Context: an optimization exercise on an open-source flow, tuned for small area. The choices shown serve that exercise and are no tape-out recipe. Only simulation tests tie the RTL to the original design; equivalence was not proved. The flow treats the clock pin as an ideal source, which a real chip does not have.

## owb_slave
module owb_slave (
    input  wire        clk,
    input  wire        por,             
    input  wire        line_in,         
    input  wire [63:0] identity,        
    output wire        line_drive_low
);
==> module owb_slave, before the edit <==
module owb_slave (
    input  wire        clk,
    input  wire        por,             
    input  wire        line_in,         
    input  wire [63:0] identity,        
    output wire        line_drive_low
);
    localparam [1:0] P_WAIT    = 2'd0;
    localparam [1:0] P_SLOT    = 2'd1;
    localparam [1:0] P_RSTPOLL = 2'd3;
    localparam [1:0] P_RSTSEQ  = 2'd2;
    localparam [2:0] M_IDLE  = 3'd0;    
    localparam [2:0] M_DC    = 3'd1;    
    localparam [2:0] M_RXA   = 3'd2;    
    localparam [2:0] M_RXB   = 3'd3;    
    localparam [2:0] M_DB    = 3'd4;    
    localparam [2:0] M_DA    = 3'd5;    
    localparam [2:0] M_REP   = 3'd6;    
    reg [1:0] ph;
    reg [7:0] t;
    reg [2:0] m;
    reg [5:0] cur;
    wire b;                             
    wire er    = (m == M_REP) | (m == M_DA) | (m == M_DB);
    wire armed = er & (b ^ (m != M_DB));    
    wire t0   = (t[4:0] == 5'd0);               
    wire t28  = t[4] & t[3] & t[2];             
    wire t198 = t[7] & t[6] & t[2] & t[1];      
    wire tz   = (t == 8'd0);                    
    wire tpr  = t[7] | t[6] | t[5] | t[4];      
    wire t164 = t[7] & t[5] & t[2];             
    assign line_drive_low = ((ph == P_SLOT) & t[7]) | ((ph == P_RSTSEQ) & tpr);
    reg [1:0] n_ph;
    reg [7:0] n_t;
    reg       ev_wbit, wbit, ev_rearm, ev_reset;
    always @(*) begin
        n_ph     = ph;
        n_t      = t + 1'b1;
        ev_wbit  = 1'b0;
        wbit     = 1'b0;
        ev_rearm = 1'b0;
        ev_reset = 1'b0;
        case (ph)
            P_WAIT: begin
                n_t     = {armed, 5'd0, t[0] & ~line_in, line_in};
                if (t[1]) begin
                    if (!armed && er) begin
                        ev_rearm = 1'b1;                  
                        if (!line_in) n_ph = P_RSTPOLL;
                    end else begin
                        if (!line_in) n_ph = P_SLOT;
                    end
                end
            end
            P_SLOT: begin
                if (line_in) n_t[1:0] = 2'b01;
                if (t28) begin
                    n_t[7] = 1'b0;
                    n_ph = line_in ? P_WAIT : P_RSTPOLL;
                    if (t[7]) ev_rearm = 1'b1;            
                    else       ev_wbit  = 1'b1;           
                end else if (line_in) begin
                    n_ph = P_WAIT;
                    if (!t0) begin
                        ev_wbit = 1'b1;                   
                        wbit    = 1'b1;
                    end
                end
            end
            P_RSTPOLL: begin
                if (t198) begin
                    ev_reset = 1'b1;
                    n_t      = {6'd0, line_in, 1'b0};
                    n_ph     = P_RSTSEQ;
                end else if (line_in) begin
                    n_ph = P_WAIT;
                    n_t[1:0] = 2'b01;
                end
            end
            default: begin  
                if (tz) n_t = {6'd0, line_in, 1'b0};
                if (t164) begin
                    n_ph = P_WAIT;
                    n_t[0] = 1'b0;      
                end
            end
        endcase
    end
    reg [2:0] n_m;
    reg [5:0] n_cur;
    wire [2:0] bi = cur[2:0];
    always @(*) begin
        n_m   = m;
        n_cur = cur;
        if (ev_reset)
            n_cur = 6'd56;
        else if (ev_wbit || (ev_rearm && m == M_REP))
            n_cur = cur + 1'b1;
        if (ev_wbit) begin
            case (m)
                M_RXA, M_RXB: begin
                    if (bi == 3'd0)
                        n_m = wbit ? M_RXA : M_RXB;
                    else if (wbit != ((m == M_RXA) ? ~bi[1] : bi[2]))
                        n_m = M_IDLE;
                    else if (bi == 3'd7)
                        n_m = (m == M_RXA) ? M_REP : M_DA;
                end
                M_DC: begin
                    if (wbit != b || cur == 6'd63)
                        n_m = M_IDLE;                     
                    else
                        n_m = M_DA;
                end
                default: ;
            endcase
        end
        if (ev_rearm) begin
            case (m)
                M_REP: if (cur == 6'd63) n_m = M_IDLE;
                M_DA:  n_m = M_DB;
                M_DB:  n_m = M_DC;
                default: ;
            endcase
        end
        if (ev_reset) n_m = M_RXA;
    end
    owb_idmux u_idmux (
        .d   (identity),
        .sln (~(8'd1 << cur[2:0])),
        .hi  (cur[5:3]),
        .b   (b)
    );
    always @(posedge clk) begin
        if (por) begin
            ph   <= P_WAIT;
            m    <= M_IDLE;
            t[1:0] <= 2'b00;
        end else begin
            ph   <= n_ph;
            m    <= n_m;
            t[1:0] <= n_t[1:0];
        end
        t[7:2] <= n_t[7:2];
        cur <= n_cur;
    end
endmodule
Settings: LEC_CHECK=0, ABC_AREA=1, CAP_MARGIN=20, CORE_MARGIN=2, CORE_UTILIZATION=40, SLEW_MARGIN=20; clock period 10.0 ns.
standard.sh (not shown) runs the stock make flow with config.mk's settings and CLKGATE_MAP_FILE= SYNTH_SCRIPT=/design/flow/synth_recipe.tcl, a recipe that flattens the netlist after the stock synthesis.
==> flow/flow/run.sh <==
#!/bin/bash
# Own layout flow: the standard ORFS flow (standard.sh) with these changes.
# - The identity multiplexer (module owb_idmux) is taken from the hand-mapped
#   gate-level netlist flow/idmux_gl.v instead of being synthesised from the RTL.
# - Synthesis is synth_recipe.tcl unchanged except for its abc call
#   (flow/synth.tcl): ABC maps the design with each area-only script in
#   flow/abc_scripts.txt and the smallest mapping is kept. Yosys's adder
#   extraction is off (ADDER_MAP_FILE empty), so ABC maps the counters too.
# - The port buffers are buf_1 cells.
# - Clock tree synthesis uses clkbuf_8 buffers and adds no dummy loads; then
#   flow/post_cts.tcl makes the root buffer, which drives only the leaf
#   buffers, a clkbuf_2.
# Logs: subst.log, flow_make.log (all of make's and ORFS's output) and ORFS's
# own per-step logs under orfs/logs.
set -euo pipefail
W=$PWD
export OWB_WORK_DIR=$W
export OWB_FLOW_DIR=$W/flow
python3 flow/subst.py design.v flow/idmux_gl.v > design_own.v 2> subst.log
export BUFFER_PORTS_ARGS="-buffer_cell sky130_fd_sc_hd__buf_1"
export CTS_ARGS="${OWB_CTS_ARGS:--repair_clock_nets -buf_list sky130_fd_sc_hd__clkbuf_8 -root_buf sky130_fd_sc_hd__clkbuf_8 -dont_use_dummy_load}"
export POST_CTS_TCL=$W/flow/post_cts.tcl
bash standard.sh VERILOG_FILES=$W/design_own.v SYNTH_SCRIPT=$W/flow/synth.tcl ADDER_MAP_FILE= finish > flow_make.log 2>&1
Other scripts of this flow, unchanged in this note and not shown: flow/flow/abc_scripts.txt, flow/flow/idmux_gl.v, flow/flow/post_cts.tcl, flow/flow/subst.py, flow/flow/synth.tcl
Next try:
--- a/flow/design.v
+++ b/flow/design.v
@@ -15,12 +15,14 @@
     localparam [2:0] M_RXB   = 3'd3;    
     localparam [2:0] M_DB    = 3'd4;    
     localparam [2:0] M_DA    = 3'd5;    
     localparam [2:0] M_REP   = 3'd6;    
     reg [1:0] ph;
     reg [7:0] t;
+    reg       irq;
+    reg       prev;
     reg [2:0] m;
     reg [5:0] cur;
     wire b;                             
     wire er    = (m == M_REP) | (m == M_DA) | (m == M_DB);
     wire armed = er & (b ^ (m != M_DB));    
     wire t0   = (t[4:0] == 5'd0);               
@@ -29,34 +31,36 @@
     wire tz   = (t == 8'd0);                    
     wire tpr  = t[7] | t[6] | t[5] | t[4];      
     wire t164 = t[7] & t[5] & t[2];             
     assign line_drive_low = ((ph == P_SLOT) & t[7]) | ((ph == P_RSTSEQ) & tpr);
     reg [1:0] n_ph;
     reg [7:0] n_t;
+    reg       clr_irq;
     reg       ev_wbit, wbit, ev_rearm, ev_reset;
     always @(*) begin
         n_ph     = ph;
         n_t      = t + 1'b1;
+        clr_irq  = 1'b0;
         ev_wbit  = 1'b0;
         wbit     = 1'b0;
         ev_rearm = 1'b0;
         ev_reset = 1'b0;
         case (ph)
             P_WAIT: begin
-                n_t     = {armed, 5'd0, t[0] & ~line_in, line_in};
-                if (t[1]) begin
+                n_t     = {armed, 7'd0};
+                clr_irq = 1'b1;
+                if (irq) begin
                     if (!armed && er) begin
                         ev_rearm = 1'b1;                  
                         if (!line_in) n_ph = P_RSTPOLL;
                     end else begin
                         if (!line_in) n_ph = P_SLOT;
                     end
                 end
             end
             P_SLOT: begin
-                if (line_in) n_t[1:0] = 2'b01;
                 if (t28) begin
                     n_t[7] = 1'b0;
                     n_ph = line_in ? P_WAIT : P_RSTPOLL;
                     if (t[7]) ev_rearm = 1'b1;            
                     else       ev_wbit  = 1'b1;           
                 end else if (line_in) begin
@@ -71,21 +75,18 @@
                 if (t198) begin
                     ev_reset = 1'b1;
                     n_t      = {6'd0, line_in, 1'b0};
                     n_ph     = P_RSTSEQ;
                 end else if (line_in) begin
                     n_ph = P_WAIT;
-                    n_t[1:0] = 2'b01;
                 end
             end
             default: begin  
+                clr_irq = 1'b1;
                 if (tz) n_t = {6'd0, line_in, 1'b0};
-                if (t164) begin
-                    n_ph = P_WAIT;
-                    n_t[0] = 1'b0;      
-                end
+                if (t164) n_ph = P_WAIT;
             end
         endcase
     end
     reg [2:0] n_m;
     reg [5:0] n_cur;
     wire [2:0] bi = cur[2:0];
@@ -131,20 +132,22 @@
         .hi  (cur[5:3]),
         .b   (b)
     );
     always @(posedge clk) begin
         if (por) begin
             ph   <= P_WAIT;
+            irq  <= 1'b0;
+            prev <= 1'b0;
             m    <= M_IDLE;
-            t[1:0] <= 2'b00;
         end else begin
             ph   <= n_ph;
+            irq  <= (irq & ~clr_irq) | (prev & ~line_in);
+            prev <= line_in;
             m    <= n_m;
-            t[1:0] <= n_t[1:0];
         end
-        t[7:2] <= n_t[7:2];
+        t   <= n_t;
         cur <= n_cur;
     end
 endmodule
 module owb_idmux (
     input  wire [63:0] d,
     input  wire [7:0]  sln,
Result: The new run finished clean; first-iteration DRC count fell by about 4.7%; global-route usage fell by 2.3 points; final cell count rose by 0.67%; sequential share of layout area rose by 2.3 points; clock skew stays flat.

-- port drivers added, routing unchanged --
The results above use ideal ports. As a check the final layouts listed here were re-extracted and re-timed, cells and wires unchanged.
Step 1 assumes that a clkbuf_16 drives the clock port and a buf_2 every other input.
Step 2, shift: input delay + t, output delay - t, t = (earliest + latest rising clock arrival at the registers) / 2. This alone moves slack from input paths to output paths.
Slacks: no drivers / after step 1 / after step 2; pairs: no drivers / after step 1.
| run | t, ns | setup WS [ns] | worst slew at a driven data input, ns |
|---|---|---|---|
| the first run | 0.302 | 5.527 / 5.525 / 5.223 | 0.04 |
| the second run | 0.298 | 5.431 / 5.426 / 5.128 | 0.05 |
After both steps every run listed still meets setup and hold. The setup slack of the first run, which loses most, moves by -0.002 ns with the drivers and by -0.304 ns with both steps.
